This design comes from an exercise in tuning for small area, a short achievable clock period and few clock cycles per item on the open sky130 flow, not from production work.
No functional check of the RTL was part of any run shown here.
Power is estimated from default activity; no workload was simulated.

==> design/flow/design.v <==
module netblk_rx (
    input  wire        clk,
    input  wire        rst,
    input  wire        in_valid,
    output wire        in_ready,
    input  wire [31:0] in_data,
    input  wire [2:0]  in_nbytes,    
    input  wire        in_last,
    output wire        res_valid,
    input  wire        res_ready,
    output reg  [2:0]  res_kind,
    output reg  [31:0] res_src,
    output reg  [7:0]  res_type,
    output reg  [15:0] res_id,
    output reg  [15:0] res_seq,
    output reg  [10:0] res_dlen,
    output reg  [1:0]  res_rstat,
    output reg  [15:0] res_ip_csum,
    output reg  [15:0] res_icmp_csum
);
    localparam [10:0] CNT0 = 11'd2020;    
    reg        rdy;        
    reg        v1;
    reg [31:0] d1;
    reg [2:0]  nb1;
    reg        l1;
    reg        done;       
    reg        np;         
    assign in_ready  = rdy;
    assign res_valid = done;
    wire accept = in_valid && rdy;
    wire take   = done && res_ready;
    wire c2     = v1 && (!done || res_ready);    
    wire v1_next   = (v1 && !c2) || accept;
    wire done_next = (c2 && l1) || (done && !res_ready);
    always @(posedge clk) begin
        if (rst) begin
            rdy  <= 1'b1;
            v1   <= 1'b0;
            done <= 1'b0;
            np   <= 1'b1;
        end else begin
            if (c2)
                np <= l1;
            rdy  <= !(done_next && v1_next);
            v1   <= v1_next;
            done <= done_next;
        end
    end
    always @(posedge clk) begin
        if (accept) begin
            d1  <= in_data;
            nb1 <= in_nbytes;
            l1  <= in_last;
        end
    end
    reg        icmp;       
    reg [31:0] w;
    always @(*) begin
        case (nb1)
            3'd0:    w = 32'h0000_0000;
            3'd1:    w = d1 & 32'hFF00_0000;
            3'd2:    w = d1 & 32'hFFFF_0000;
            3'd3:    w = d1 & 32'hFFFF_FF00;
            default: w = d1;
        endcase
    end
    wire [10:0] kb    = np ? CNT0 : res_dlen;
    wire [8:0]  kk    = kb[10:2];                   
    wire        at2   = (kk == 9'd507);
    wire        at3   = (kk == 9'd508);
    wire        at4   = (kk == 9'd509);
    wire        at5   = (kk == 9'd510);
    wire        at6   = (kk == 9'd511);
    wire        data  = !(kb[10] && kb[9]);         
    wire [10:0] cnt_n = kb + {8'd0, nb1};
    wire        neg   = cnt_n[10] & cnt_n[9];       
    wire        lt20  = neg && (cnt_n[10:3] != 8'hFF);
    wire        big   = !neg && (cnt_n > 11'd1472);  
    wire        ge3     = icmp && !neg;
    wire        is_req  = ge3 && (res_type == 8'd8);
    wire        src_lb  = (res_src[31:24] == 8'd127);
    wire        send_ok = is_req && !big && src_lb;
    wire        last    = l1;
    wire [15:0] abase = data ? res_icmp_csum : 16'd0;
    wire [17:0] as    = {2'd0, abase} + {2'd0, w[31:16]} + {2'd0, w[15:0]};
    wire [16:0] ax    = {1'b0, as[15:0]} + {15'd0, as[17:16]};
    wire [15:0] af    = ax[16] ? {ax[15:2], ax[1:0] + 2'd1} : ax[15:0];
    wire [17:0] is0   = 18'h00417 + {2'd0, res_src[31:16]} + {2'd0, res_src[15:0]};
    wire [16:0] ix0   = {1'b0, is0[15:0]} + {15'd0, is0[17:16]};
    wire [15:0] if0   = ix0[16] ? {ix0[15:2], ix0[1:0] + 2'd1} : ix0[15:0];
    wire [16:0] ix1   = {1'b0, res_ip_csum} + {14'd0, nb1};
    wire [15:0] if1   = ix1[16] ? {ix1[15:3], ix1[2:0] + 3'd1} : ix1[15:0];
    always @(posedge clk) begin
        if (c2) begin
            if (at2) icmp <= (d1[23:16] == 8'd1);
            if (last && lt20)      res_src <= 32'd0;
            else if (at3)          res_src <= d1;
            if (last && !ge3)      res_type <= 8'd0;
            else if (at5)          res_type <= d1[31:24];
            if (last && !ge3) begin
                res_id  <= 16'd0;
                res_seq <= 16'd0;
            end else if (at6) begin
                res_id  <= d1[31:16];
                res_seq <= d1[15:0];
            end
            res_dlen <= (last && !ge3) ? 11'd0 : cnt_n;
            if (last)              res_icmp_csum <= send_ok ? ~af : 16'd0;
            else                   res_icmp_csum <= af;
            if (last)              res_ip_csum <= send_ok ? ~if1 : 16'd0;
            else if (at4)          res_ip_csum <= if0;
            else                   res_ip_csum <= if1;
            if (last) begin
                res_kind  <= lt20                   ? 3'd0 :
                             !icmp                  ? 3'd1 :
                             neg                    ? 3'd2 :
                             (res_type == 8'd8)     ? 3'd3 :
                             (res_type == 8'd0)     ? 3'd4 : 3'd5;
                res_rstat <= !is_req ? 2'd0 :
                             big     ? 2'd2 :
                             !src_lb ? 2'd1 : 2'd0;
            end
        end
    end
endmodule
==> design/flow/flow/run.sh <==
#!/bin/bash
# Standard synthesis, then the standard layout with plain buf_1 port buffers
# instead of the delay buffers buffer_ports picks by default.
set -euo pipefail
bash standard.sh synth > synth.log 2>&1
bash standard.sh BUFFER_PORTS_ARGS="-buffer_cell sky130_fd_sc_hd__buf_1" finish > layout.log 2>&1
==> design/flow/standard.sh <==
#!/bin/bash
# synth_recipe.tcl (not shown) runs the flow's synth.tcl, then flattens the netlist and writes it again
# the make line also repeats each setting of config.mk as NAME=value (left out here)
make -C /OpenROAD-flow-scripts/flow DESIGN_CONFIG=/design/flow/config.mk WORK_HOME=/design/flow/orfs CLKGATE_MAP_FILE= SYNTH_SCRIPT=/design/flow/synth_recipe.tcl "${@:-finish}"
==> design/flow/config.mk <==
export PLATFORM = sky130hd
export DESIGN_NAME = netblk_rx
export DESIGN_NICKNAME = netblk_rx
export VERILOG_FILES = /design/flow/design.v
export SDC_FILE = /design/flow/constraint.sdc
export NUM_CORES = 4
export LEC_CHECK = 0
export CAP_MARGIN = 20
export CORE_AREA = 5 5 205 205
export DIE_AREA = 0 0 210 210
export SLEW_MARGIN = 20
==> design/flow/constraint.sdc <==
create_clock -name core_clock -period 12.0 [get_ports {clk}]
set_input_delay 2.4000 -clock core_clock [delete_from_list [all_inputs] [get_ports {clk}]]
set_output_delay 2.4000 -clock core_clock [all_outputs]
set_load 0.01 [all_outputs]
==> impl_metrics.py, run 1 <==
metrics = {
    "outcome": {
        "outcome": "no timing/DRC/antenna violations",
    },
    "worst_setup_path": {
        "crit_arrival_ps": 6720,
        "critPathLaunchType": "register",
        "r2r_cells": 22,
        "endpoint_kind": "register",
        "crit-reg2reg-capture": "res_icmp_csum[14]$_DFFE_PP_",
        "worstPathRequired_ps": 12170,
        "crit_start": "nb1[2]$_DFFE_PP_",
        "r2r_setup_slack_ps": 5450,
        "criticalPathCategory": "register to register",
        "r2r_start": "nb1[2]$_DFFE_PP_",
        "cp_max_fo": 13,
        "crit_path_end": "res_icmp_csum[14]$_DFFE_PP_",
    },
    "final_layout": {
        "seq_area_um2": 4790,
        "multi_input_area_um2": 5070,
        "drive_gt1_share_pct": 6.02,
        "fill_cells": 4161,
        "finalNetCount": 1235,
        "areaGrowthSynthToFinish_pct": 17.6,
        "antennaDiodeCount": 0,
        "fin_cells": 1654,
    },
    "yosys": {
        "synth_nets": 1080,
        "ys.flop_type": "edfxtp_1",
        "synth_enable_flop_cells": 157,
        "synth_area_um2": 10200,
        "ys_async_sr_fraction_pct": 0,
        "synth-seq-area-share_pct": 46.9,
        "syn_inst": 961,
        "synth-seq-cells": 161,
        "avgSynthCellArea_um2": 10.6,
        "yosysWarnings": 1,
        "synth.distinct_cells": 75,
    },
    "cts": {
        "cts_resized": 0,
        "clock-sinks": 161,
        "ctsHoldBuffers": 0,
        "clock_latency_ps": 450,
        "clk_pin_slew_ps": 80,
        "clockBufferDepth": 2,
        "cts_setup_buffers": 0,
        "htreeDepth": 4,
        "cts_tree": "built",
        "cts_root_buf": "clkbuf_16",
        "cts_buffers": 17,
    },
    "global_routing": {
        "grt_max_degree": 41,
        "grt_pass1_vias": 7692,
        "grt_overflow": 0,
        "grt_pass1_wl_mm": 45.8,
        "antenna_found_initial": 0,
        "grt_usage_pct": 13.6,
    },
    "sta": {
        "clock_skew_ps": 13.8,
        "drv_slew": 0,
        "fmax_mhz": 153,
        "slew_headroom_pct": 32.1,
        "period_share_pct": 54.6,
        "tns_ps": 0,
        "finalCriticalPeriod_ps": 6550,
        "setup_violations": 0,
        "final.setup.worst_slack_ps": 5450,
        "rsz0062_at_grt": "false",
        "report.final.hold_viol_count": 0,
        "worst_pin_slew_ps": 1020,
    },
    "detailed_routing": {
        "routed-via-count": 7728,
        "dr.first_iter.drc_count": 593,
        "drc_errors": 0,
        "wl_mm": 30.2,
        "vias_per_cell": 4.67,
        "drtAntennaViolNets": 0,
        "first_pass_iters": 5,
        "wl_per_cell_um": 18.3,
    },
    "die": {
        "die_h_um": 210,
        "core_um2": 39600,
        "start_util_pct": 25.8,
        "rows": 73,
        "dieArea_um2": 44100,
        "ioPinCount": 162,
        "die_w_um": 210,
    },
    "job": {
        "max_cap_violations": 0,
    },
    "worst_hold_path": {
        "hold_class": "register to register",
    },
    "pwr": {
        "power.total_mw": 1.57,
        "leakage_nw": 4.41,
        "power_density_nw_per_um2": 131,
        "max-vdd-ir-drop_uv": 72.8,
    },
    "placement": {
        "place.port_buffers": 161,
        "place_congestion": 0.846,
        "dp_cells": 1622,
        "place_hpwl_mm": 23.7,
        "dp_slack_ps": 5520,
    },
}
stage by stage:
| stage | hold WS [ps] | utilization, % | cell area [um^2] |
|---|---|---|---|
| after global placement | 502 | 28.8 | 11400 |
| after CTS | 522 | 30.3 | 12000 |
| final | 523 | 30.3 | 12000 |
| after floorplan | 479 | - | 10200 |
| after detailed placement | 504 | 28.8 | 11400 |
| after global routing | 564 | 30.3 | 12000 |
per-layer routing:
| layer | wire [um] | vias to the layer above | track usage, % |
|---|---|---|---|
| met5 | 0 | - | 0 |
| met3 | 1240 | 29 | 2.78 |
| met2 | 15200 | 188 | 23.3 |
| met4 | 643 | 0 | 4.43 |
| met1 | 13200 | 3726 | 17.1 |
| li1 | - | 3785 | - |
synthesized netlist by cell type, types with 4 or more instances:
library cell	instances	share of area, %
edfxtp_1	157	46
nand2_1	101	3.7
and2_1	78	4.8
inv_1	68	2.5
ha_1	57	7.0
a21oi_1	44	2.2
nor2_1	40	1.5
xnor2_1	37	3.2
xor2_1	32	2.7
nor3_1	27	1.3
o21ai_0	27	1.3
fa_1	22	4.3
nand3_1	22	1.1
clkbuf_1	19	0.70
a21o_1	14	1.0
nand4_1	14	0.86
or3_1	14	0.86
mux2i_1	13	1.3
nand2b_1	12	0.73
nor2b_1	11	0.67
o21ai_1	11	0.54
o22ai_1	10	0.61
a211oi_1	9	0.66
nor4_1	8	0.49
and3_1	7	0.43
buf_2	7	0.34
o2111ai_1	6	0.51
o21a_1	6	0.44
a21oi_2	4	0.34
a31oi_1	4	0.24
dfxtp_1	4	0.78
mux2_2	4	0.44
nor3b_1	4	0.29
or2_2	4	0.24
cell type report:
class	count	share of cell area, %
multi-input combinational	701	42.2
sequential	161	39.9
tap	525	5.46
timing repair buffer	167	5.40
clock buffer	19	3.68
inverter	68	2.12
clock inverter	13	1.28
registers in the layout, summed over array words and instances, names as in the netlist:
| register | count |
|---|---|
| rdy | 1 |
| res_ip_csum | 16 |
| l1 | 1 |
| nb1 | 3 |
| res_kind | 3 |
| res_src | 32 |
| np | 1 |
| res_dlen | 11 |
| res_icmp_csum | 16 |
| res_rstat | 2 |
| icmp | 1 |
| d1 | 32 |
| v1 | 1 |
| res_seq | 16 |
| res_id | 16 |
| res_type | 8 |
| done | 1 |
cells by family after synthesis:
kind of cell	share of synthesized area, %
DFF	46.9
buffers and inverters	3.86
xor gates and xnor gates	5.91
AOI/OAI and AO/OA	11.5
and+or+nand+nor	18.9
muxes	1.71
adders and majority gates	11.3
cell usage in the layout, fill, tap and decap left out, drive strengths merged, types with 19 or more instances in the layout:
master,count
o21ai,38
a21oi,48
nand2,101
inv,72
and2,78
edfxtp,157
buf,167
nor2,41
ha,57
clkbuf,19
nor3,29
xor2,32
fa,22
nand3,22
xnor2,37
report_power, final:
part           internal [mW]  total [mW]  leakage (nW)  switching [mW]
sequential             0.654       0.682          1.52          0.0283
combinational          0.127       0.326          2.60           0.199
clock                  0.316       0.561         0.284           0.245
worst min-delay path by stage:
stage | end | depth (start not counted) | start | slack [ps]
floorplan | rdy$_SDFF_PP1_ | 3 | v1$_SDFF_PP0_ | 480
global placement | rdy$_SDFF_PP1_ | 3 | v1$_SDFF_PP0_ | 500
detailed placement | rdy$_SDFF_PP1_ | 3 | v1$_SDFF_PP0_ | 500
CTS | rdy$_SDFF_PP1_ | 3 | v1$_SDFF_PP0_ | 520
global route | rdy$_SDFF_PP1_ | 3 | v1$_SDFF_PP0_ | 560
finish | rdy$_SDFF_PP1_ | 3 | v1$_SDFF_PP0_ | 520
worst max-delay path: stages (launching register included):
cell	delay [ps]
edfxtp_1	710
or2_2	310
nand2_1	100
fa_1	560
inv_1	60
ha_1	290
a211oi_1	380
o211a_1	340
o31ai_1	100
a21oi_1	140
o21ai_0	150
a21o_1	230
a21oi_1	170
xor2_1	170
ha_1	190
inv_1	60
fa_1	390
or3_1	400
nand4b_1	260
nor3_1	550
nand4_1	320
xnor2_1	270
mux2i_1	100
==> run 2: changes to the inputs <==
--- a/design/flow/design.v
+++ b/design/flow/design.v
@@ -50,4 +50,4 @@
     always @(posedge clk) begin
+        d1 <= in_data;
         if (accept) begin
-            d1  <= in_data;
             nb1 <= in_nbytes;
@@ -84,3 +84,4 @@
     wire        last    = l1;
-    wire [15:0] abase = data ? res_icmp_csum : 16'd0;
+    wire [15:0] abase = at3  ? 16'h0413 :
+                        data ? res_icmp_csum : 16'd0;
     wire [17:0] as    = {2'd0, abase} + {2'd0, w[31:16]} + {2'd0, w[15:0]};
@@ -88,6 +89,4 @@
     wire [15:0] af    = ax[16] ? {ax[15:2], ax[1:0] + 2'd1} : ax[15:0];
-    wire [17:0] is0   = 18'h00417 + {2'd0, res_src[31:16]} + {2'd0, res_src[15:0]};
-    wire [16:0] ix0   = {1'b0, is0[15:0]} + {15'd0, is0[17:16]};
-    wire [15:0] if0   = ix0[16] ? {ix0[15:2], ix0[1:0] + 2'd1} : ix0[15:0];
-    wire [16:0] ix1   = {1'b0, res_ip_csum} + {14'd0, nb1};
+    wire [15:0] ibase = at4 ? res_icmp_csum : res_ip_csum;
+    wire [16:0] ix1   = {1'b0, ibase} + {14'd0, nb1};
     wire [15:0] if1   = ix1[16] ? {ix1[15:3], ix1[2:0] + 3'd1} : ix1[15:0];
@@ -111,3 +110,2 @@
             if (last)              res_ip_csum <= send_ok ? ~if1 : 16'd0;
-            else if (at4)          res_ip_csum <= if0;
             else                   res_ip_csum <= if1;
==> impl_metrics.py, run 2 <==
metrics = {
    "outcome": {
        "outcome": "no timing/DRC/antenna violations",
    },
    "detailed_routing": {
        "wl_mm": 25.3,
        "wl_per_cell_um": 16.9,
        "drc_errors": 0,
        "drtAntennaViolNets": 0,
        "first_pass_iters": 4,
        "routed-via-count": 6403,
        "dr.first_iter.drc_count": 304,
        "vias_per_cell": 4.29,
    },
    "yosys": {
        "yosysTopAreaCell": "edfxtp_1",
        "synth_common_cells": "edfxtp_1 (125), nand2_1 (92), and2_1 (71)",
        "synth.distinct_cells": 74,
        "synth_enable_flop_cells": 125,
        "ys.flop_type": "edfxtp_1",
        "synth_top_area_share_pct": 42.7,
        "avgSynthCellArea_um2": 11.0,
        "synth-seq-area-share_pct": 50.9,
        "synth-xor-area-share_pct": 4.67,
        "ys_top_cells_by_area": "edfxtp_1 (43%), dfxtp_1 (8.2%), and2_1 (5.1%)",
        "syn_inst": 796,
        "synth_top_family_by_area": "simple AND/OR/NAND/NOR gates",
        "yosysMostFrequentCell": "edfxtp_1",
        "synth_simple_gate_area_share_pct": 20.3,
        "synth_compound_area_share_pct": 8.93,
        "muxShareOfSynthArea_pct": 3.59,
        "synth_nets": 880,
        "yosysWarnings": 1,
        "synth-seq-cells": 161,
        "ys_async_sr_fraction_pct": 0,
        "synthAdderAreaFrac_pct": 7.98,
        "synth_area_um2": 8780,
    },
    "global_routing": {
        "grt_overflow": 0,
        "antenna_found_initial": 0,
        "grt_usage_pct": 11.3,
        "grt_max_degree": 42,
        "grt_pass1_vias": 6389,
        "grt_pass1_wl_mm": 38.3,
    },
    "worst_hold_path": {
        "hold_class": "register to register",
    },
    "placement": {
        "place_hpwl_mm": 19.7,
        "place_congestion": 0.869,
        "place.port_buffers": 161,
    },
    "sta": {
        "period_share_pct": 59.4,
        "report.final.hold_viol_count": 0,
        "fmax_mhz": 140,
        "tns_ps": 0,
        "setup_violations": 0,
        "hold_ws_ps": 533,
        "finalCriticalPeriod_ps": 7120,
        "clock_skew_ps": 18.0,
        "worst_pin_slew_ps": 1010,
        "slew_headroom_pct": 32.6,
        "drv_slew": 0,
        "rsz0062_at_grt": "false",
    },
    "pwr": {
        "leakage_nw": 3.96,
        "max-vdd-ir-drop_uv": 78.5,
        "power_density_nw_per_um2": 142,
    },
    "cts": {
        "clk_pin_slew_ps": 70,
        "clockBufferDepth": 2,
        "ctsHoldBuffers": 0,
        "cts_root_buf": "clkbuf_16",
        "cts_buffers": 17,
        "cts_setup_buffers": 0,
        "htreeDepth": 4,
        "clock_latency_ps": 440,
        "cts_tree": "built",
        "cts_resized": 0,
        "clock-sinks": 161,
    },
    "final_layout": {
        "layout_common_cells": "buf_1 (161), edfxtp_1 (125), nand2_1 (92)",
        "largestRegisters": "d1: 32 flops, res_src: 32 flops",
        "drive_gt1_share_pct": 8.17,
        "antennaDiodeCount": 0,
        "layout_commonest_cell": "buf_1",
        "areaGrowthSynthToFinish_pct": 20.5,
        "finalNetCount": 1038,
    },
    "die": {
        "core_um2": 39600,
        "rows": 73,
        "die_w_um": 210,
        "die_h_um": 210,
        "dieArea_um2": 44100,
        "ioPinCount": 162,
        "start_util_pct": 22.2,
    },
    "worst_setup_path": {
        "cp_max_fo": 8,
        "crit_arrival_ps": 7290,
        "worstPathRequired_ps": 12160,
        "endpoint_kind": "register",
        "criticalPathCategory": "register to register",
        "critPathLaunchType": "register",
    },
    "job": {
        "max_cap_violations": 0,
    },
}
run 2: cell count changes in the layout (fill, tap and decap cells not counted), moves of 7 or more:
cell      delta
dfxtp_1     +32
nand2_1      -9
o22ai_1      -9
o21ai_1     -10
nor3_1      -17
or3_1        -8
xnor2_1     -16
xor2_1       -8
edfxtp_1    -32
inv_1       -20
mux2i_1     +14
nand2b_1     -7
ha_1        -33
run 2: layout make-up:
class / count / area [um^2]
Fill cell: 4171 / 29100
Sequential cell: 161 / 4470
Multi-Input combinational cell: 559 / 4010
Tap cell: 525 / 657
Timing Repair Buffer: 167 / 649
Clock buffer: 18 / 450
Inverter: 48 / 180
Clock inverter: 14 / 164
run 2: cells by family (layout without fill, tap and decap cells):
logic type | count (synthesis) | in the layout
DFF | 161 | 161
AOI/OAI and AO/OA | 117 | 117
buffers and inverters | 76 | 247
muxes | 31 | 31
xor gates and xnor gates | 46 | 46
and+or+nand+nor | 321 | 321
adders and majority gates | 44 | 44
run 2: power by group:
group          leakage [nW]  internal [mW]  total, mW  switching (mW)
Combinational          2.18          0.104      0.276           0.171
Sequential             1.48          0.637      0.667          0.0304
Clock                 0.294          0.309      0.562           0.253
run 2: per-stage QoR:
step | cells | setup slack, ps | utilization [%] | total power, mW | cell area, um^2
after floorplan | 796 | 5920 | - | 0.874 | 8780
after global placement | 1460 | 5220 | 25.1 | 0.953 | 9970
after detailed placement | 1460 | 4970 | 25.1 | 0.957 | 9970
after CTS | 1492 | 4940 | 26.7 | 1.53 | 10600
after global routing | 1492 | 4510 | 26.7 | 1.58 | 10600
final | 1492 | 4880 | 26.7 | 1.50 | 10600
run 2: final timing paths:
check / cells past startpoint / slack [ps] / from / end
worst max-delay path: 24 / 4880 / res_dlen[6]$_SDFFCE_PP0P_ / res_icmp_csum[1]$_DFFE_PP_
worst min-delay path: 3 / 530 / v1$_SDFF_PP0_ / rdy$_SDFF_PP1_
worst max register to register: 24 / 4880 / res_dlen[6]$_SDFFCE_PP0P_ / res_icmp_csum[1]$_DFFE_PP_
worst min register to register: 3 / 530 / v1$_SDFF_PP0_ / rdy$_SDFF_PP1_
run 2: metal layers:
layer / up-vias / part of all wire, % / GRT usage [%]
met2: 137 / 50 / 19.6
met5: - / 0 / 0
met1: 3111 / 42 / 13.5
li1: 3132 / - / -
met3: 23 / 5.6 / 3.17
met4: 0 / 2.1 / 3.69
run 2: critical path, stage by stage, from the launching register on:
cell	delay, ps
edfxtp_1	490
nand4_1	200
nor4_1	640
nor3b_1	670
a21oi_1	130
fa_1	460
inv_1	70
ha_1	170
inv_1	60
fa_1	410
nand2b_1	200
a21oi_1	290
o21ai_0	210
nand2_1	150
a21o_1	120
a21oi_1	70
o21ba_2	210
or2_2	290
fa_1	450
nor3_1	280
nand3_1	250
nor4_4	380
nand4_4	180
a2111oi_0	390
nor2_1	80
==> run 3: changes to the inputs <==
--- a/design/flow/design.v
+++ b/design/flow/design.v
@@ -21,2 +21,39 @@
     localparam [10:0] CNT0 = 11'd2020;    
+    function [15:0] oc_add;
+        input [15:0] a;
+        input [15:0] b;
+        reg   [15:0] g, p, g1, p1, g2, p2, g3, p3, g4;
+        integer i;
+        begin
+            g = a & b;
+            p = a ^ b;
+            for (i = 0; i < 16; i = i + 1) begin
+                g1[i] = g[i]  | (p[i]  & g[(i + 15) % 16]);
+                p1[i] = p[i]  & p[(i + 15) % 16];
+            end
+            for (i = 0; i < 16; i = i + 1) begin
+                g2[i] = g1[i] | (p1[i] & g1[(i + 14) % 16]);
+                p2[i] = p1[i] & p1[(i + 14) % 16];
+            end
+            for (i = 0; i < 16; i = i + 1) begin
+                g3[i] = g2[i] | (p2[i] & g2[(i + 12) % 16]);
+                p3[i] = p2[i] & p2[(i + 12) % 16];
+            end
+            for (i = 0; i < 16; i = i + 1)
+                g4[i] = g3[i] | (p3[i] & g3[(i + 8) % 16]);
+            for (i = 0; i < 16; i = i + 1)
+                oc_add[i] = p[i] ^ g4[(i + 15) % 16];
+        end
+    endfunction
+    function [15:0] oc_add3;
+        input [15:0] a;
+        input [15:0] b;
+        input [15:0] c;
+        reg   [15:0] s, y;
+        begin
+            s = a ^ b ^ c;
+            y = (a & b) | (a & c) | (b & c);
+            oc_add3 = oc_add(s, {y[14:0], y[15]});
+        end
+    endfunction
     reg        rdy;        
@@ -31,4 +68,3 @@
     wire accept = in_valid && rdy;
-    wire take   = done && res_ready;
-    wire c2     = v1 && (!done || res_ready);    
+    wire c2     = v1 && !done;                
     wire v1_next   = (v1 && !c2) || accept;
@@ -42,4 +78,2 @@
         end else begin
-            if (c2)
-                np <= l1;
             rdy  <= !(done_next && v1_next);
@@ -47,2 +81,4 @@
             done <= done_next;
+            if (c2)
+                np <= l1;
         end
@@ -75,6 +111,14 @@
     wire        data  = !(kb[10] && kb[9]);         
-    wire [10:0] cnt_n = kb + {8'd0, nb1};
-    wire        neg   = cnt_n[10] & cnt_n[9];       
-    wire        lt20  = neg && (cnt_n[10:3] != 8'hFF);
-    wire        big   = !neg && (cnt_n > 11'd1472);  
+    wire        full  = nb1[2];                     
+    wire        lt20  = !data && (kk <= 9'd508 || (at4 && !full));
+    wire        neg   = !data && !(at6 && full);    
+    wire        big   = data && (kk > 9'd368 || (kk == 9'd368 && nb1 != 3'd0));
+    wire [3:0]  clo   = {1'b0, kb[2:0]} + {1'b0, nb1};
+    reg  [7:0]  chi;
+    integer j;
+    always @(*) begin
+        for (j = 0; j < 8; j = j + 1)
+            chi[j] = kb[3 + j] ^ (clo[3] & (&(kb[3 +: 8] | (8'hFF << j))));
+    end
+    wire [10:0] cnt_n = {chi, clo[2:0]};
     wire        ge3     = icmp && !neg;
@@ -86,8 +130,5 @@
                         data ? res_icmp_csum : 16'd0;
-    wire [17:0] as    = {2'd0, abase} + {2'd0, w[31:16]} + {2'd0, w[15:0]};
-    wire [16:0] ax    = {1'b0, as[15:0]} + {15'd0, as[17:16]};
-    wire [15:0] af    = ax[16] ? {ax[15:2], ax[1:0] + 2'd1} : ax[15:0];
+    wire [15:0] af    = oc_add3(abase, w[31:16], w[15:0]);
     wire [15:0] ibase = at4 ? res_icmp_csum : res_ip_csum;
-    wire [16:0] ix1   = {1'b0, ibase} + {14'd0, nb1};
-    wire [15:0] if1   = ix1[16] ? {ix1[15:3], ix1[2:0] + 3'd1} : ix1[15:0];
+    wire [15:0] if1   = oc_add(ibase, {13'd0, nb1});
     always @(posedge clk) begin
==> impl_metrics.py, run 3 <==
metrics = {
    "detailed_routing": {
        "wl_per_cell_um": 18.1,
        "vias_per_cell": 4.40,
        "routed-via-count": 6440,
        "met3_length_mm": 1.93,
        "first_pass_iters": 5,
        "met2_wirelength_mm": 12.7,
        "wl_mm": 26.5,
        "wl_met1_mm": 11.3,
        "top_layer_used": "met4",
        "drtAntennaViolNets": 0,
        "dr.first_iter.drc_count": 519,
        "drc_errors": 0,
    },
    "worst_setup_path": {
        "r2r_setup_slack_ps": 7410,
        "critPathLaunchType": "register",
        "crit_arrival_ps": 4750,
        "crit_family": "simple AND/OR/NAND/NOR gates",
        "cp_max_fo": 19,
        "critPathMaxStageDelay_ps": 700,
        "worstPathCellList": "nand4b_4, or3_1, mux2_2, ha_1, a21oi_1, o21bai_1, o221ai_1, or4_4, xnor2_2, mux2i_1",
        "crit_buf_inv": 0,
        "endpoint_kind": "register",
        "slowest_stage": "or3_1",
        "criticalPathCategory": "register to register",
        "worstPathRequired_ps": 12160,
    },
    "cts": {
        "clock-sinks": 161,
        "clockBufferDepth": 2,
        "ctsHoldBuffers": 0,
        "clk_pin_slew_ps": 70,
        "htreeDepth": 4,
        "clock_latency_ps": 430,
        "cts_root_buf": "clkbuf_16",
        "cts_buffers": 17,
        "cts_resized": 0,
        "cts_tree": "built",
        "cts_setup_buffers": 0,
    },
    "final_layout": {
        "finalNetCount": 1004,
        "layout_commonest_cell": "buf_1",
        "largestRegisters": "d1: 32 flops, res_src: 32 flops",
        "drive_gt1_share_pct": 6.40,
        "layout_common_cells": "buf_1 (161), edfxtp_1 (125), nand2_1 (93)",
        "fin_cells": 1463,
        "areaGrowthSynthToFinish_pct": 21.3,
        "fin_area_um2": 10300,
    },
    "sta": {
        "final.setup.worst_slack_ps": 7410,
        "setup_violations": 0,
        "slew_headroom_pct": 29.9,
        "fmax_mhz": 218,
        "report.final.hold_viol_count": 0,
        "rsz0062_at_grt": "false",
        "finalCriticalPeriod_ps": 4590,
        "drv_slew": 0,
        "hold_ws_ps": 514,
        "period_share_pct": 38.3,
        "clock_skew_ps": 14.8,
        "tns_ps": 0,
        "worst_pin_slew_ps": 1050,
    },
    "yosys": {
        "synth_top_area_share_pct": 44.3,
        "synth-seq-cells": 161,
        "synth_common_cells": "edfxtp_1 (125), nand2_1 (93), and2_1 (73)",
        "ys_async_sr_fraction_pct": 0,
        "syn_inst": 772,
        "ys.flop_type": "edfxtp_1",
        "ys_top_cells_by_area": "edfxtp_1 (44%), dfxtp_1 (8.5%), and2_1 (5.4%)",
        "synth-seq-area-share_pct": 52.8,
        "synth.distinct_cells": 64,
        "synth_nets": 852,
        "avgSynthCellArea_um2": 11.0,
        "yosysWarnings": 1,
        "yosysTopAreaCell": "edfxtp_1",
        "synth_enable_flop_cells": 125,
        "yosysMostFrequentCell": "edfxtp_1",
        "synth_area_um2": 8480,
    },
    "pwr": {
        "max-vdd-ir-drop_uv": 81.6,
        "leakage_nw": 3.76,
        "intPower_mw": 1.04,
        "power_density_nw_per_um2": 144,
        "seq_power_share_pct": 45.0,
        "p_clk_share_pct": 38.6,
        "p_sw_share_pct": 29.6,
        "p_comb_share_pct": 16.5,
        "switchingPower_mw": 0.438,
    },
    "die": {
        "die_h_um": 210,
        "start_util_pct": 21.4,
        "rows": 73,
        "dieArea_um2": 44100,
        "core_um2": 39600,
        "die_w_um": 210,
        "ioPinCount": 162,
    },
    "placement": {
        "place_congestion": 0.911,
        "placed_area_um2": 9670,
        "dp_cells": 1430,
        "place_hpwl_mm": 20.6,
        "dp_slack_ps": 7380,
        "place.port_buffers": 161,
    },
    "global_routing": {
        "grt_pass1_wl_mm": 39.3,
        "grt_max_degree": 44,
        "grt_overflow": 0,
        "grt_pass1_vias": 6383,
        "grt_usage_pct": 11.7,
        "antenna_found_initial": 1,
    },
    "worst_hold_path": {
        "hold_class": "register to register",
    },
    "outcome": {
        "outcome": "no timing/DRC/antenna violations",
    },
    "job": {
        "max_cap_violations": 0,
    },
}
==> run 3: changes by cell type after synthesis, moves of 12 or more <==
| cell | before | now |
|---|---|---|
| mux2i_1 | 27 | 41 |
| xor2_1 | 24 | 9 |
| clkbuf_1 | 14 | 27 |
| nor3_1 | 9 | 21 |
| a21oi_1 | 36 | 50 |
==> run 3: logic make-up after synthesis <==
group | share of synthesized area, %
simple gates | 19.1
buf+inv | 3.42
xor+xnor | 3.19
flops | 52.8
mux | 5.41
compound gates | 8.76
fa+ha+maj | 7.41
==> run 3: power by group through the flow <==
stage                     Sequential (mW)  Combinational (mW)  Clock, mW
final                               0.666               0.244      0.571
after global routing                0.669               0.270      0.609
after CTS                           0.667               0.244      0.583
after detailed placement            0.679               0.243          0
after global placement              0.678               0.241          0
after floorplan                     0.670               0.166          0
==> run 3: path summary, 6_finish.rpt <==
check,startpoint,to,cells after the start
worst min register to register,v1$_SDFF_PP0_,v1$_SDFF_PP0_,2
worst min-delay path,v1$_SDFF_PP0_,v1$_SDFF_PP0_,2
worst max-delay path,np$_SDFFE_PP1P_,res_ip_csum[11]$_DFFE_PP_,10
worst max register to register,np$_SDFFE_PP1P_,res_ip_csum[11]$_DFFE_PP_,10
==> run 3: cell type report <==
| cell class | instances | area [um^2] |
|---|---|---|
| Fill cell | 4210 | 29400 |
| Sequential cell | 161 | 4470 |
| Multi-Input combinational cell | 536 | 3740 |
| Tap cell | 525 | 657 |
| Timing Repair Buffer | 167 | 649 |
| Clock buffer | 17 | 425 |
| Clock inverter | 15 | 189 |
| Inverter | 41 | 154 |
| Antenna cell | 1 | 2.50 |
==> run 3: layer usage <==
layer  global-route usage (%)  up-vias
li1                         -     3052
met1                     14.8     3150
met2                     19.1      209
met3                     3.38       29
met4                     4.14        0
met5                        0        -
==> run 3: worst register-to-register path: stages (launching register included) <==
cell,delay [ps]
dfxtp_1,690
nand4b_4,330
or3_1,710
mux2_2,420
ha_1,370
a21oi_1,120
o21bai_1,390
o221ai_1,400
or4_4,640
xnor2_2,150
mux2i_1,120
==> run 3: metrics by stage <==
| stage | total power [mW] | util (%) |
|---|---|---|
| 2_1_floorplan | 0.836 | - |
| 3_3_place_gp | 0.919 | 24.4 |
| 3_5_place_dp | 0.922 | 24.4 |
| 4_1_cts | 1.49 | 25.9 |
| 5_1_grt | 1.55 | 26.0 |
| 6_report | 1.48 | 26.0 |
==> run 4: changes to the inputs <==
--- a/design/flow/design.v
+++ b/design/flow/design.v
@@ -65,2 +65,3 @@
     reg        np;         
+    reg        qv;         
     assign in_ready  = rdy;
@@ -69,3 +70,6 @@
     wire c2     = v1 && !done;                
-    wire v1_next   = (v1 && !c2) || accept;
+    wire absorb = v1 && done && !l1 && !qv;
+    wire v1_next   = (v1 && !c2 && !absorb) || accept;
+    wire l1_next   = accept ? in_last : l1;
+    wire qv_next   = absorb || (qv && !c2);
     wire done_next = (c2 && l1) || (done && !res_ready);
@@ -77,6 +81,8 @@
             np   <= 1'b1;
+            qv   <= 1'b0;
         end else begin
-            rdy  <= !(done_next && v1_next);
+            rdy  <= !(done_next && v1_next && (l1_next || qv_next));
             v1   <= v1_next;
             done <= done_next;
+            qv   <= qv_next;
             if (c2)
@@ -103,3 +109,3 @@
     end
-    wire [10:0] kb    = np ? CNT0 : res_dlen;
+    wire [10:0] kb    = np ? (qv ? CNT0 + 11'd4 : CNT0) : res_dlen;
     wire [8:0]  kk    = kb[10:2];                   
==> design/flow/flow/run.sh (replaced) <==
#!/bin/bash
# Standard synthesis, then the standard layout with plain buf_1 port buffers
# instead of the delay buffers buffer_ports picks by default, and timing
# repair aiming at a setup slack of 8.0 ns.
set -euo pipefail
bash standard.sh synth > synth.log 2>&1
bash standard.sh BUFFER_PORTS_ARGS="-buffer_cell sky130_fd_sc_hd__buf_1" SETUP_SLACK_MARGIN=8.0 finish > layout.log 2>&1
==> impl_metrics.py, run 4 <==
metrics = {
    "pwr": {
        "power.total_mw": 1.51,
        "p_sw_share_pct": 31.8,
        "intPower_mw": 1.03,
        "power_density_nw_per_um2": 144,
        "switchingPower_mw": 0.481,
        "seq_power_share_pct": 45.1,
        "leakage_nw": 3.94,
        "p_clk_share_pct": 35.8,
        "p_comb_share_pct": 19.1,
        "max-vdd-ir-drop_uv": 93.5,
    },
    "worst_setup_path": {
        "endpoint_kind": "register",
        "slowest_stage": "fa_1",
        "worst_path_most_repeated_cell": "a21oi_1",
        "worstPathRequired_ps": 12170,
        "cp_max_fo": 22,
        "worstPathCellList": "buf_4, nand3b_1, nor2_2, and3_2, a21oi_1, fa_1, inv_1, ha_1, nand2_1, o21ai_1, a21oi_1, o41ai_1, xnor2_1, mux2i_1",
        "critPathMaxStageDelay_ps": 570,
        "crit_arrival_ps": 4030,
        "criticalPathCategory": "register to register",
        "critPathLaunchType": "register",
    },
    "yosys": {
        "synth_area_um2": 8670,
        "synth-seq-cells": 162,
        "yosysTopAreaCell": "edfxtp_1",
        "synth_common_cells": "edfxtp_1 (124), nand2_1 (110), nor2b_1 (67)",
        "synth-seq-area-share_pct": 51.7,
        "ys_top_cells_by_area": "edfxtp_1 (43%), dfxtp_1 (8.8%), mux2i_1 (4.8%)",
        "yosysWarnings": 1,
        "syn_inst": 807,
        "ys_async_sr_fraction_pct": 0,
        "synth_nets": 887,
        "yosysMostFrequentCell": "edfxtp_1",
        "synth.distinct_cells": 61,
        "avgSynthCellArea_um2": 10.7,
        "synth_enable_flop_cells": 124,
        "synth_top_area_share_pct": 42.9,
        "ys.flop_type": "edfxtp_1",
    },
    "cts": {
        "clock_latency_ps": 450,
        "clk_pin_slew_ps": 70,
        "cts_buffers": 17,
        "clockBufferDepth": 2,
        "cts_root_buf": "clkbuf_16",
        "htreeDepth": 4,
        "clock-sinks": 162,
        "cts_tree": "built",
    },
    "sta": {
        "setup_violations": 0,
        "slew_headroom_pct": 42.7,
        "drv_slew": 0,
        "rsz0062_at_grt": "false",
        "tns_ps": 0,
        "report.final.hold_viol_count": 0,
        "worst_pin_slew_ps": 859,
        "fmax_mhz": 259,
        "period_share_pct": 32.2,
        "finalCriticalPeriod_ps": 3860,
        "clock_skew_ps": 13.5,
    },
    "final_layout": {
        "areaGrowthSynthToFinish_pct": 21.3,
        "drive_gt1_share_pct": 7.03,
        "fill_cells": 4213,
        "layout_common_cells": "buf_1 (161), edfxtp_1 (124), nand2_1 (109)",
        "finish.utilization_pct": 26.5,
        "layout_commonest_cell": "buf_1",
        "finalNetCount": 1048,
        "largestRegisters": "d1: 32 flops, res_src: 32 flops",
    },
    "die": {
        "die_w_um": 210,
        "ioPinCount": 162,
        "rows": 73,
        "dieArea_um2": 44100,
        "core_um2": 39600,
        "start_util_pct": 21.9,
        "die_h_um": 210,
    },
    "detailed_routing": {
        "vias_per_cell": 4.45,
        "first_pass_iters": 13,
        "routed-via-count": 6707,
        "wl_mm": 27.0,
        "wl_per_cell_um": 17.9,
        "drtAntennaViolNets": 0,
        "dr.first_iter.drc_count": 450,
        "drc_errors": 0,
    },
    "placement": {
        "place_congestion": 0.924,
        "place.port_buffers": 161,
        "place_hpwl_mm": 20.9,
    },
    "global_routing": {
        "antenna_found_initial": 1,
        "grt_overflow": 0,
        "grt_pass1_vias": 6528,
        "grt_max_degree": 45,
        "grt_usage_pct": 12.0,
        "grt_pass1_wl_mm": 40.5,
    },
    "job": {
        "max_cap_violations": 0,
    },
    "outcome": {
        "outcome": "no timing/DRC/antenna violations",
    },
    "worst_hold_path": {
        "hold_class": "register to register",
    },
}
-- run 4: changes by cell type after synthesis, moves of 5 or more --
cell      previous run  this run
buf_6                0         5
nand2_1             93       110
a211oi_1             1         6
nor2b_1              3        67
o21ai_1              8         2
nor2_1              34        27
o21ai_0             17        27
inv_1               41        48
and2_1              73         6
nand4_1             11        18
-- run 4: repair_timing --
action	in CTS	in global routing
buffers inserted	1	5
pin swaps	0	1
resized for setup	3	10
gates cloned	0	0
hold buffers	0	0
setup endpoints to repair	5	16
-- run 4: kinds of logic after synthesis --
group                      Yosys count  share of synthesized area [%]
AOI/OAI and AO/OA                  141                           10.2
muxes                               44                           5.11
xor gates and xnor gates            33                           3.33
DFF                                162                           51.7
adders and majority gates           40                           7.24
and+or+nand+nor                    304                           18.3
buffers and inverters               83                           4.14
-- run 4: cell type report --
type | count | area [um^2] | area share, %
Multi-Input combinational cell | 562 | 3890 | 36.9
Clock buffer | 17 | 425 | 4.04
Timing Repair Buffer | 177 | 724 | 6.89
Sequential cell | 162 | 4480 | 42.6
Tap cell | 525 | 657 | 6.24
Inverter | 48 | 180 | 1.71
Antenna cell | 1 | 2.50 | 0.0238
Clock inverter | 15 | 159 | 1.51
-- run 4: path summary, 6_finish.rpt --
| path | start | endpoint | slack, ps | depth (start not counted) |
|---|---|---|---|---|
| setup / recovery | np$_SDFFE_PP1P_ | res_icmp_csum[2]$_DFFE_PP_ | 8140 | 14 |
| hold / removal | done$_SDFF_PP0_ | v1$_SDFF_PP0_ | 550 | 2 |
| setup reg to reg | np$_SDFFE_PP1P_ | res_icmp_csum[2]$_DFFE_PP_ | 8140 | 14 |
| hold reg to reg | done$_SDFF_PP0_ | v1$_SDFF_PP0_ | 550 | 2 |
-- run 4: power by group through the flow --
stage	combinational [mW]	clock (mW)	sequential, mW
after floorplan	0.192	0	0.687
after global placement	0.279	0	0.696
after detailed placement	0.281	0	0.696
after CTS	0.283	0.555	0.683
after global routing	0.317	0.580	0.685
final	0.288	0.541	0.681
-- run 4: stage by stage --
step / setup slack (ps) / hold slack [ps] / instances / area, um^2
floorplan: 8130 / 509 / 807 / 8670
global placement: 8010 / 530 / 1468 / 9860
detailed placement: 7940 / 543 / 1468 / 9860
CTS: 8020 / 551 / 1501 / 10400
global route: 8000 / 596 / 1507 / 10500
finish: 8140 / 551 / 1507 / 10500
-- run 4: metal layers --
metal,up-vias,track usage [%],part of all wire [%]
met5,-,0,0
met4,0,4.28,2.1
met3,35,2.37,5.3
met2,195,20.7,51
met1,3260,14.9,42
li1,3217,-,-
-- run 4: worst max-delay path, delay by kind of cell, from the launching register on --
family                     cells  cell delay [ps]
xor gates and xnor gates       1              190
and+or+nand+nor                4              760
muxes                          1               90
DFF                            1              310
adders and majority gates      2              960
buffers and inverters          2              240
AOI/OAI and AO/OA              4             1010
==> run 5: changes to the inputs <==
==> design/flow/flow/run.sh (replaced) <==
#!/bin/bash
# Standard synthesis, then the standard layout with plain buf_1 port buffers
# instead of the delay buffers buffer_ports picks by default, and timing
# repair aiming at a setup slack of 8.6 ns.
set -euo pipefail
bash standard.sh synth > synth.log 2>&1
bash standard.sh BUFFER_PORTS_ARGS="-buffer_cell sky130_fd_sc_hd__buf_1" SETUP_SLACK_MARGIN=8.6 finish > layout.log 2>&1
==> impl_metrics.py, run 5 <==
metrics = {
    "final_layout": {
        "layout_common_cells": "edfxtp_1 (124), buf_4 (120), buf_1 (97)",
        "layout_commonest_cell": "edfxtp_1",
        "areaGrowthSynthToFinish_pct": 44.1,
        "drive_gt1_share_pct": 33.9,
        "finalNetCount": 1171,
        "largestRegisters": "d1: 32 flops, res_src: 32 flops",
    },
    "placement": {
        "place_hpwl_mm": 20.9,
        "dp_slack_ps": 7720,
        "place_congestion": 0.934,
        "place.port_buffers": 161,
    },
    "pwr": {
        "seq_power_share_pct": 40.3,
        "leakage_nw": 4.92,
        "power_density_nw_per_um2": 133,
        "p_comb_share_pct": 27.7,
        "p_clk_share_pct": 32.0,
        "p_sw_share_pct": 32.6,
        "intPower_mw": 1.12,
        "switchingPower_mw": 0.544,
        "max-vdd-ir-drop_uv": 106,
        "power.total_mw": 1.67,
    },
    "yosys": {
        "synth_top_area_share_pct": 42.9,
        "yosysTopAreaCell": "edfxtp_1",
        "yosysWarnings": 1,
        "synth_simple_gate_area_share_pct": 18.3,
        "synth-seq-area-share_pct": 51.7,
        "synth.distinct_cells": 61,
        "ys.flop_type": "edfxtp_1",
        "synth_compound_area_share_pct": 10.2,
        "synthAdderAreaFrac_pct": 7.24,
        "ys_async_sr_fraction_pct": 0,
        "yosysMostFrequentCell": "edfxtp_1",
        "ys_top_cells_by_area": "edfxtp_1 (43%), dfxtp_1 (8.8%), mux2i_1 (4.8%)",
        "synth-seq-cells": 162,
        "synth_top_family_by_area": "simple AND/OR/NAND/NOR gates",
        "muxShareOfSynthArea_pct": 5.11,
        "synth-xor-area-share_pct": 3.33,
        "synth_area_um2": 8670,
        "avgSynthCellArea_um2": 10.7,
        "syn_inst": 807,
        "synth_common_cells": "edfxtp_1 (124), nand2_1 (110), nor2b_1 (67)",
        "synth_enable_flop_cells": 124,
        "synth_nets": 887,
    },
    "outcome": {
        "outcome": "no timing/DRC/antenna violations",
    },
    "detailed_routing": {
        "wl_mm": 30.9,
        "vias_per_cell": 4.55,
        "drtAntennaViolNets": 0,
        "top_layer_used": "met4",
        "wl_per_cell_um": 19.0,
        "routed-via-count": 7422,
        "drc_errors": 0,
        "met3_length_mm": 1.84,
        "first_pass_iters": 8,
        "dr.first_iter.drc_count": 543,
        "wl_met1_mm": 12.3,
        "met2_wirelength_mm": 15.3,
    },
    "worst_setup_path": {
        "cp_max_fo": 6,
        "crit_buf_inv": 2,
        "critPathLaunchType": "register",
        "crit_family": "flip-flops",
        "worst_path_most_repeated_cell": "buf_6",
        "criticalPathCategory": "register to primary output",
        "critPathMaxStageDelay_ps": 500,
        "crit_arrival_ps": 1230,
        "endpoint_kind": "primary output",
        "worstPathCellList": "buf_6, buf_6",
        "slowest_stage": "edfxtp_1",
        "worstPathRequired_ps": 9600,
    },
    "cts": {
        "clk_pin_slew_ps": 70,
        "clockBufferDepth": 2,
        "cts_root_buf": "clkbuf_16",
        "cts_tree": "built",
        "htreeDepth": 4,
        "cts_buffers": 17,
        "clock_latency_ps": 450,
        "clock-sinks": 162,
    },
    "die": {
        "die_w_um": 210,
        "ioPinCount": 162,
        "core_um2": 39600,
        "rows": 73,
        "die_h_um": 210,
        "dieArea_um2": 44100,
        "start_util_pct": 21.9,
    },
    "sta": {
        "slew_headroom_pct": 39.3,
        "clock_skew_ps": 18.3,
        "rsz0062_at_grt": "true",
        "worst_pin_slew_ps": 911,
        "drv_slew": 0,
        "report.final.hold_viol_count": 0,
        "final.setup.worst_slack_ps": 8370,
        "tns_ps": 0,
        "period_share_pct": 30.2,
        "finalCriticalPeriod_ps": 3630,
        "setup_violations": 0,
        "fmax_mhz": 276,
    },
    "job": {
        "max_cap_violations": 0,
    },
    "global_routing": {
        "grt_pass1_vias": 7021,
        "grt_usage_pct": 12.9,
        "grt_pass1_wl_mm": 43.4,
        "grt_overflow": 0,
        "grt_max_degree": 39,
        "antenna_found_initial": 1,
    },
    "worst_hold_path": {
        "hold_class": "register to register",
    },
}
[run 5: what timing repair did]
| action | 4_1_cts | 5_1_grt |
|---|---|---|
| hold buffers | 0 | 0 |
| endpoints found under the hold margin | 0 | 0 |
| endpoints found under the setup margin | 83 | 101 |
| pin swaps | 11 | 43 |
| buffers inserted | 67 | 63 |
| gates resized for setup | 104 | 186 |
| gates cloned | 1 | 0 |
[run 5: worst min-delay path, delay by kind of cell, from the launching register on]
family | cells | cell delay [ps]
AO/OA/AOI/OAI | 2 | 140
flip-flops | 1 | 340
[run 5: worst paths after layout]
path	from	endpoint	slack, ps	cells past startpoint
hold reg to reg	done$_SDFF_PP0_	v1$_SDFF_PP0_	530	2
hold / removal	done$_SDFF_PP0_	v1$_SDFF_PP0_	530	2
setup reg to reg	res_dlen[10]$_SDFFCE_PP0P_	res_icmp_csum[0]$_DFFE_PP_	8510	16
setup / recovery	res_dlen[10]$_SDFFCE_PP0P_	res_dlen[10]	8370	2
[run 5: cell type report]
type,count,area (um^2)
fill,4004,27100
multi-input combinational,563,4670
sequential,162,4490
timing repair buffer,299,1930
tap,525,657
clock buffer,17,425
inverter,48,180
clock inverter,15,143
antenna,1,2.50
[run 5: kinds of logic after synthesis]
group                      Yosys count
muxes                               44
adders and majority gates           40
DFF                                162
AOI/OAI and AO/OA                  141
xor gates and xnor gates            33
and+or+nand+nor                    304
buffers and inverters               83
[run 5: routing by layer]
layer  global-route usage, %  up-vias
li1                        -     3461
met1                    15.2     3634
met2                    22.2      257
met3                    3.35       70
met4                    5.90        0
met5                       0        -
[run 5: power by group through the flow]
stage                     clock [mW]  sequential [mW]  combinational, mW
final                          0.533            0.672              0.462
after global routing           0.568            0.675              0.494
after CTS                      0.547            0.673              0.359
after floorplan                    0            0.687              0.197
after global placement             0            0.697              0.284
after detailed placement           0            0.698              0.284
[run 5: metrics by stage]
step	cells	cell area, um^2	util, %	hold WS [ps]
final	1630	12500	31.5	530
after CTS	1566	11300	28.6	531
after floorplan	807	8730	-	509
after global placement	1466	9890	24.9	528
after global routing	1630	12500	31.5	557
after detailed placement	1466	9890	24.9	546
==> run 6: changes to the inputs <==
--- a/design/flow/design.v
+++ b/design/flow/design.v
@@ -64,4 +64,4 @@
     reg        done;       
-    reg        np;         
     reg        qv;         
+    reg [7:0]  at;         
     assign in_ready  = rdy;
@@ -70,2 +70,3 @@
     wire c2     = v1 && !done;                
+    wire take   = done && res_ready;
     wire absorb = v1 && done && !l1 && !qv;
@@ -80,4 +81,4 @@
             done <= 1'b0;
-            np   <= 1'b1;
             qv   <= 1'b0;
+            at   <= 8'd1;
         end else begin
@@ -87,4 +88,6 @@
             qv   <= qv_next;
-            if (c2)
-                np <= l1;
+            if ((c2 && l1))
+                at <= 8'd1;
+            else if (c2 || absorb)
+                at <= {at[7] | at[6], at[5:0], 1'b0};
         end
@@ -109,12 +112,12 @@
     end
-    wire [10:0] kb    = np ? (qv ? CNT0 + 11'd4 : CNT0) : res_dlen;
+    wire [10:0] kb    = res_dlen;
     wire [8:0]  kk    = kb[10:2];                   
-    wire        at2   = (kk == 9'd507);
-    wire        at3   = (kk == 9'd508);
-    wire        at4   = (kk == 9'd509);
-    wire        at5   = (kk == 9'd510);
-    wire        at6   = (kk == 9'd511);
-    wire        data  = !(kb[10] && kb[9]);         
+    wire        at2   = at[2];
+    wire        at3   = at[3];
+    wire        at4   = at[4];
+    wire        at5   = at[5];
+    wire        at6   = at[6];
+    wire        data  = at[7];
     wire        full  = nb1[2];                     
-    wire        lt20  = !data && (kk <= 9'd508 || (at4 && !full));
+    wire        lt20  = (|at[3:0]) || (at4 && !full);
     wire        neg   = !data && !(at6 && full);    
@@ -154,2 +157,6 @@
             res_dlen <= (last && !ge3) ? 11'd0 : cnt_n;
+        end
+        if (rst || take)
+            res_dlen <= (qv_next && !rst) ? CNT0 + 11'd4 : CNT0;
+        if (c2) begin
             if (last)              res_icmp_csum <= send_ok ? ~af : 16'd0;
==> design/flow/flow/run.sh (replaced) <==
#!/bin/bash
# Standard synthesis, then the standard layout with plain buf_1 port buffers
# instead of the delay buffers buffer_ports picks by default, and timing
# repair aiming at a setup slack of 8.0 ns.
set -euo pipefail
bash standard.sh synth > synth.log 2>&1
bash standard.sh BUFFER_PORTS_ARGS="-buffer_cell sky130_fd_sc_hd__buf_1" SETUP_SLACK_MARGIN=8.0 finish > layout.log 2>&1
==> impl_metrics.py, run 6 <==
metrics = {
    "yosys": {
        "synth.distinct_cells": 60,
        "ys_top_cells_by_area": "edfxtp_1 (43%), dfxtp_1 (10%), mux2i_1 (4.1%)",
        "yosysMostFrequentCell": "edfxtp_1",
        "synth_common_cells": "edfxtp_1 (124), nand2_1 (66), and2_1 (55)",
        "ys.flop_type": "edfxtp_1",
        "syn_inst": 759,
        "synth_area_um2": 8600,
        "avgSynthCellArea_um2": 11.3,
        "synth_top_area_share_pct": 43.3,
        "yosysWarnings": 1,
        "ys_async_sr_fraction_pct": 0,
        "yosysTopAreaCell": "edfxtp_1",
        "synth-seq-area-share_pct": 53.8,
        "synth_nets": 839,
        "synth_enable_flop_cells": 124,
        "synth-seq-cells": 169,
    },
    "outcome": {
        "outcome": "no timing/DRC/antenna violations",
    },
    "sta": {
        "worst_pin_slew_ps": 1050,
        "slew_headroom_pct": 30.1,
        "tns_ps": 0,
        "setup_violations": 0,
        "drv_slew": 0,
        "rsz0062_at_grt": "false",
        "clock_skew_ps": 15.7,
        "hold_ws_ps": 501,
        "fmax_mhz": 258,
        "period_share_pct": 32.3,
        "finalCriticalPeriod_ps": 3880,
        "report.final.hold_viol_count": 0,
    },
    "detailed_routing": {
        "wl_per_cell_um": 18.2,
        "routed-via-count": 6429,
        "vias_per_cell": 4.44,
        "wl_mm": 26.4,
        "dr.first_iter.drc_count": 521,
        "drtAntennaViolNets": 0,
        "drc_errors": 0,
        "first_pass_iters": 6,
    },
    "worst_setup_path": {
        "crit_family": "compound AO/OA/AOI/OAI gates",
        "path_depth": 10,
        "worstPathRequired_ps": 12240,
        "r2r_setup_slack_ps": 8120,
        "r2r_cells": 10,
        "critPathLaunchType": "register",
        "endpoint_kind": "register",
        "crit_arrival_ps": 4120,
        "crit_path_end": "res_icmp_csum[2]$_DFFE_PP_",
        "critPathMaxStageDelay_ps": 510,
        "crit_start": "at[7]$_SDFFE_PP0P_",
        "criticalPathCategory": "register to register",
        "slowest_stage": "ha_1",
        "r2r_start": "at[7]$_SDFFE_PP0P_",
        "worstPathCellList": "nor2b_4, and2_1, fa_1, ha_1, nand2_1, o21ai_1, a31oi_1, o41ai_1, xnor2_1, mux2i_1",
        "cp_max_fo": 12,
        "crit-reg2reg-capture": "res_icmp_csum[2]$_DFFE_PP_",
        "crit_buf_inv": 0,
    },
    "pwr": {
        "power.total_mw": 1.50,
        "seq_power_share_pct": 46.7,
        "intPower_mw": 1.08,
        "p_clk_share_pct": 37.6,
        "p_sw_share_pct": 28.3,
        "max-vdd-ir-drop_uv": 91.1,
        "p_comb_share_pct": 15.7,
        "switchingPower_mw": 0.425,
        "power_density_nw_per_um2": 145,
        "leakage_nw": 3.70,
    },
    "die": {
        "start_util_pct": 21.7,
        "dieArea_um2": 44100,
        "rows": 73,
        "ioPinCount": 162,
        "core_um2": 39600,
        "die_w_um": 210,
        "die_h_um": 210,
    },
    "worst_hold_path": {
        "hp-start": "at[2]$_SDFFE_PP0P_",
        "hold_class": "register to register",
    },
    "global_routing": {
        "grt_max_degree": 39,
        "met2_usage_pct": 18.4,
        "grt_pass1_wl_mm": 39.4,
        "grt_overflow": 0,
        "busiest_layer": "met2",
        "grt_usage_pct": 11.7,
        "grt_pass1_vias": 6373,
        "met3_usage_pct": 4.24,
        "grtUsageMet1_pct": 15.1,
        "antenna_found_initial": 1,
    },
    "final_layout": {
        "fin_area_um2": 10400,
        "finalNetCount": 989,
        "areaGrowthSynthToFinish_pct": 20.5,
        "finish.utilization_pct": 26.1,
        "layout_common_cells": "buf_1 (161), edfxtp_1 (124), nand2_1 (66)",
        "drive_gt1_share_pct": 6.51,
        "largestRegisters": "d1: 32 flops, res_src: 32 flops",
        "layout_commonest_cell": "buf_1",
        "fill_cells": 4225,
    },
    "cts": {
        "clock_latency_ps": 440,
        "clockBufferDepth": 2,
        "cts_buffers": 17,
        "clk_pin_slew_ps": 60,
        "clock-sinks": 169,
        "cts_root_buf": "clkbuf_16",
        "htreeDepth": 4,
        "cts_tree": "built",
    },
    "placement": {
        "place_hpwl_mm": 20.1,
        "place_congestion": 0.897,
        "placed_area_um2": 9700,
        "place.port_buffers": 161,
    },
    "job": {
        "max_cap_violations": 0,
    },
}
==> run 6: changes by cell type in the layout (fill, tap and decap cells not counted), moves of 24 or more <==
cell | before | now
a21oi_1 | 21 | 46
and2_1 | 5 | 55
buf_1 | 97 | 161
buf_4 | 120 | 11
buf_6 | 29 | 0
clkbuf_2 | 47 | 0
nor2b_1 | 67 | 43
==> run 6: power by group through the flow <==
stage                     combinational, mW  clock (mW)  sequential (mW)
final                                 0.236       0.564            0.701
after floorplan                       0.157           0            0.709
after global placement                0.231           0            0.715
after detailed placement              0.232           0            0.715
after global routing                  0.261       0.604            0.705
after CTS                             0.237       0.581            0.702
==> run 6: worst min path at each step <==
stage                              end  cells past startpoint
detailed placement  at[6]$_SDFFE_PP0P_                      2
global route        at[5]$_SDFFE_PP0P_                      2
global placement    at[1]$_SDFFE_PP0P_                      2
floorplan           at[0]$_SDFFE_PP1P_                      1
finish              at[2]$_SDFFE_PP0P_                      2
CTS                 at[2]$_SDFFE_PP0P_                      2
==> run 6: area by class of cell <==
class,count,area [um^2],area share [%]
antenna,1,2.50,0.0241
clock buffer,19,443,4.27
clock inverter,13,155,1.50
inverter,26,97.6,0.942
multi-input combinational,523,3700,35.7
sequential,169,4620,44.6
tap,525,657,6.34
timing repair buffer,172,687,6.63
==> run 6: layer usage <==
metal  share of wire [%]  up-vias
met5                   0        -
met4                 2.1        0
met3                 8.7       29
met2                  46      248
met1                  43     3127
li1                    -     3025
==> run 6: logic make-up after synthesis <==
| group | count (synthesis) | share of synthesized area (%) |
|---|---|---|
| muxes | 38 | 4.47 |
| buffers and inverters | 67 | 3.71 |
| and+or+nand+nor | 266 | 16.6 |
| AOI/OAI and AO/OA | 141 | 10.3 |
| adders and majority gates | 40 | 7.30 |
| xor gates and xnor gates | 38 | 3.87 |
| DFF | 169 | 53.8 |
==> run 6: tightest hold or removal path, delay by kind of cell, from the launching register on <==
kind	cells	cell delay (ps)
AOI/OAI and AO/OA	1	60
DFF	1	330
and+or+nand+nor	1	60
==> run 6: what timing repair did <==
item,CTS,global route
gates resized for setup,1,4
hold buffers,0,0
setup endpoints to repair,14,7
setup buffers,6,0
==> run 6: through the flow <==
stage	cells	setup WS (ps)
floorplan	759	8470
global placement	1409	7690
detailed placement	1409	7690
CTS	1447	7980
global route	1448	8010
finish	1448	8120
==> run 7: changes to the inputs <==
--- a/design/flow/config.mk
+++ b/design/flow/config.mk
@@ -8,4 +8,4 @@
 export CAP_MARGIN = 20
-export CORE_AREA = 5 5 205 205
-export DIE_AREA = 0 0 210 210
+export CORE_MARGIN = 2
+export CORE_UTILIZATION = 55
 export SLEW_MARGIN = 20
==> impl_metrics.py, run 7 <==
metrics = {
    "placement": {
        "dp_cells": 1095,
        "placed_area_um2": 9300,
        "place_congestion": 0.926,
        "place_hpwl_mm": 15.8,
        "place.port_buffers": 161,
    },
    "sta": {
        "hold_ws_ps": 486,
        "setup_violations": 0,
        "tns_ps": 0,
        "finalCriticalPeriod_ps": 3790,
        "fmax_mhz": 264,
        "slew_headroom_pct": 39.2,
        "report.final.hold_viol_count": 0,
        "drv_slew": 0,
        "clock_skew_ps": 8.03,
        "worst_pin_slew_ps": 910,
        "rsz0062_at_grt": "false",
        "period_share_pct": 31.6,
    },
    "yosys": {
        "synth_area_um2": 8600,
        "ys_top_cells_by_area": "edfxtp_1 (43%), dfxtp_1 (10%), mux2i_1 (4.1%)",
        "synth_top_area_share_pct": 43.3,
        "synth_enable_flop_cells": 124,
        "synth_nets": 839,
        "synth-seq-cells": 169,
        "yosysTopAreaCell": "edfxtp_1",
        "synth_common_cells": "edfxtp_1 (124), nand2_1 (66), and2_1 (55)",
        "yosysMostFrequentCell": "edfxtp_1",
        "ys.flop_type": "edfxtp_1",
        "syn_inst": 759,
        "avgSynthCellArea_um2": 11.3,
        "yosysWarnings": 1,
        "synth.distinct_cells": 60,
        "ys_async_sr_fraction_pct": 0,
        "synth-seq-area-share_pct": 53.8,
    },
    "cts": {
        "clock_latency_ps": 430,
        "clock-sinks": 169,
        "htreeDepth": 4,
        "clk_pin_slew_ps": 70,
        "cts_root_buf": "clkbuf_16",
        "cts_tree": "built",
        "cts_buffers": 17,
        "clockBufferDepth": 2,
    },
    "detailed_routing": {
        "dr.first_iter.drc_count": 605,
        "first_pass_iters": 5,
        "met2_wirelength_mm": 10.2,
        "wl_mm": 22.0,
        "drc_errors": 0,
        "drtAntennaViolNets": 0,
        "vias_per_cell": 5.75,
        "wl_met1_mm": 10.1,
        "top_layer_used": "met4",
        "met3_length_mm": 1.21,
        "wl_per_cell_um": 19.4,
        "routed-via-count": 6517,
    },
    "final_layout": {
        "drive_gt1_share_pct": 6.72,
        "layout_common_cells": "buf_1 (161), edfxtp_1 (124), nand2_1 (66)",
        "fin_area_um2": 10000,
        "finish.utilization_pct": 65.8,
        "areaGrowthSynthToFinish_pct": 16.7,
        "antennaDiodeCount": 0,
        "layout_commonest_cell": "buf_1",
        "fin_cells": 1133,
        "finalNetCount": 989,
        "largestRegisters": "d1: 32 flops, res_src: 32 flops",
    },
    "pwr": {
        "p_clk_share_pct": 39.3,
        "leakage_nw": 3.72,
        "intPower_mw": 1.10,
        "power_density_nw_per_um2": 153,
        "switchingPower_mw": 0.433,
        "p_comb_share_pct": 15.3,
        "seq_power_share_pct": 45.4,
        "p_sw_share_pct": 28.3,
        "max-vdd-ir-drop_uv": 135,
    },
    "global_routing": {
        "grt_overflow": 0,
        "grt_max_degree": 42,
        "grt_usage_pct": 27.1,
        "grt_pass1_wl_mm": 34.0,
        "grt_pass1_vias": 6269,
        "antenna_found_initial": 0,
    },
    "worst_setup_path": {
        "slowest_stage": "fa_1",
        "critPathLaunchType": "register",
        "crit_buf_inv": 1,
        "crit_family": "simple AND/OR/NAND/NOR gates",
        "crit_arrival_ps": 3950,
        "worstPathCellList": "buf_4, or3_4, and2_2, fa_1, ha_2, nand4_1, nor3_1, a221oi_1, o311ai_1, xnor2_1, mux2i_1",
        "worstPathRequired_ps": 12160,
        "critPathMaxStageDelay_ps": 460,
        "endpoint_kind": "register",
        "criticalPathCategory": "register to register",
        "cp_max_fo": 9,
    },
    "die": {
        "core_um2": 15300,
        "die_h_um": 129,
        "rows": 45,
        "die_w_um": 129,
        "dieArea_um2": 16700,
        "ioPinCount": 162,
        "start_util_pct": 56.4,
    },
    "worst_hold_path": {
        "hold_class": "register to register",
    },
    "outcome": {
        "outcome": "no timing/DRC/antenna violations",
    },
    "job": {
        "max_cap_violations": 0,
    },
}
run 7: cell counts after synthesis:
Identical to the previous run, type by type.
run 7: worst min-delay path, delay by kind of cell, from the launching register on:
| family | cells | cell delay (ps) |
|---|---|---|
| AO/OA/AOI/OAI | 1 | 50 |
| flip-flops | 1 | 330 |
| AND/OR/NAND/NOR | 1 | 60 |
run 7: logic make-up after synthesis:
kind of cell	after synthesis	synth area share (%)
flops	169	53.8
mux	38	4.47
compound gates	141	10.3
buf+inv	67	3.71
xor+xnor	38	3.87
fa+ha+maj	40	7.30
simple gates	266	16.6
run 7: power by group through the flow:
stage	sequential (mW)	combinational [mW]	clock, mW
floorplan	0.709	0.157	0
global route	0.699	0.261	0.627
CTS	0.696	0.230	0.607
finish	0.696	0.234	0.603
detailed placement	0.709	0.226	0
global placement	0.708	0.223	0
run 7: layer usage:
metal / global-route usage [%] / vias up
met5: 0 / -
met4: 10.3 / 0
met3: 6.15 / 39
met2: 41.6 / 257
met1: 37.8 / 3202
li1: - / 3019
run 7: timing repair:
item	CTS	global route
hold buffers	0	0
setup buffers	3	2
setup endpoints to repair	4	7
resized for setup	2	5
endpoints found under the hold margin	0	0
run 7: path summary, 6_finish.rpt:
| path | from | to | slack, ps | cells past startpoint |
|---|---|---|---|---|
| max | nb1[1]$_DFFE_PP_ | res_icmp_csum[0]$_DFFE_PP_ | 8210 | 11 |
| min | at[5]$_SDFFE_PP0P_ | at[5]$_SDFFE_PP0P_ | 490 | 2 |
| max reg2reg | nb1[1]$_DFFE_PP_ | res_icmp_csum[0]$_DFFE_PP_ | 8210 | 11 |
| min reg2reg | at[5]$_SDFFE_PP0P_ | at[5]$_SDFFE_PP0P_ | 490 | 2 |
run 7: cell type report:
class | count | area [um^2]
Multi-Input combinational cell | 523 | 3690
Inverter | 26 | 97.6
Clock inverter | 15 | 228
Fill cell | 1226 | 5220
Clock buffer | 17 | 425
Tap cell | 211 | 264
Timing Repair Buffer | 172 | 707
Sequential cell | 169 | 4620
run 7: stage by stage:
step	power, mW	setup WS, ps
after floorplan	0.866	8470
after global placement	0.931	7840
after detailed placement	0.935	7920
after CTS	1.53	8090
after global routing	1.59	8010
final	1.53	8210

==> what the ideal ports hide <==
How much do the figures lean on ideal ports? The routed layouts below were timed once more, with nothing changed but the port constraints.
Step 1 sets driving cells, clkbuf_16 on the clock port and buf_2 on the other inputs (assumed; they add their load-dependent delay and slew).
Step 2 adds t to the input delays and takes it off the output delays; t is the mean of the earliest and latest rising clock arrival at the registers after step 1. Input paths then give back, and output paths get back, about the clock's delay inside the block.
a / b / c = ideal ports / drivers / drivers and shift; a / b = the first two.
run	t (ns)	slack for setup (ns)	worst slew at a driven data input, ns
run 1	0.497	5.452 / 5.452 / 5.452	0.06
run 2	0.472	4.875 / 4.875 / 4.875	0.06
run 3	0.469	7.409 / 7.409 / 7.409	0.07
run 4	0.483	8.140 / 8.140 / 8.140	0.07
run 5	0.480	8.375 / 8.334 / 8.513	0.08
run 6	0.483	8.121 / 8.121 / 7.969	0.07
run 7	0.474	8.208 / 8.208 / 8.036	0.05
After both steps every run listed still meets setup and hold. The setup slack of run 7, which loses most, moves by 0.000 ns with the drivers and by -0.172 ns with both steps.
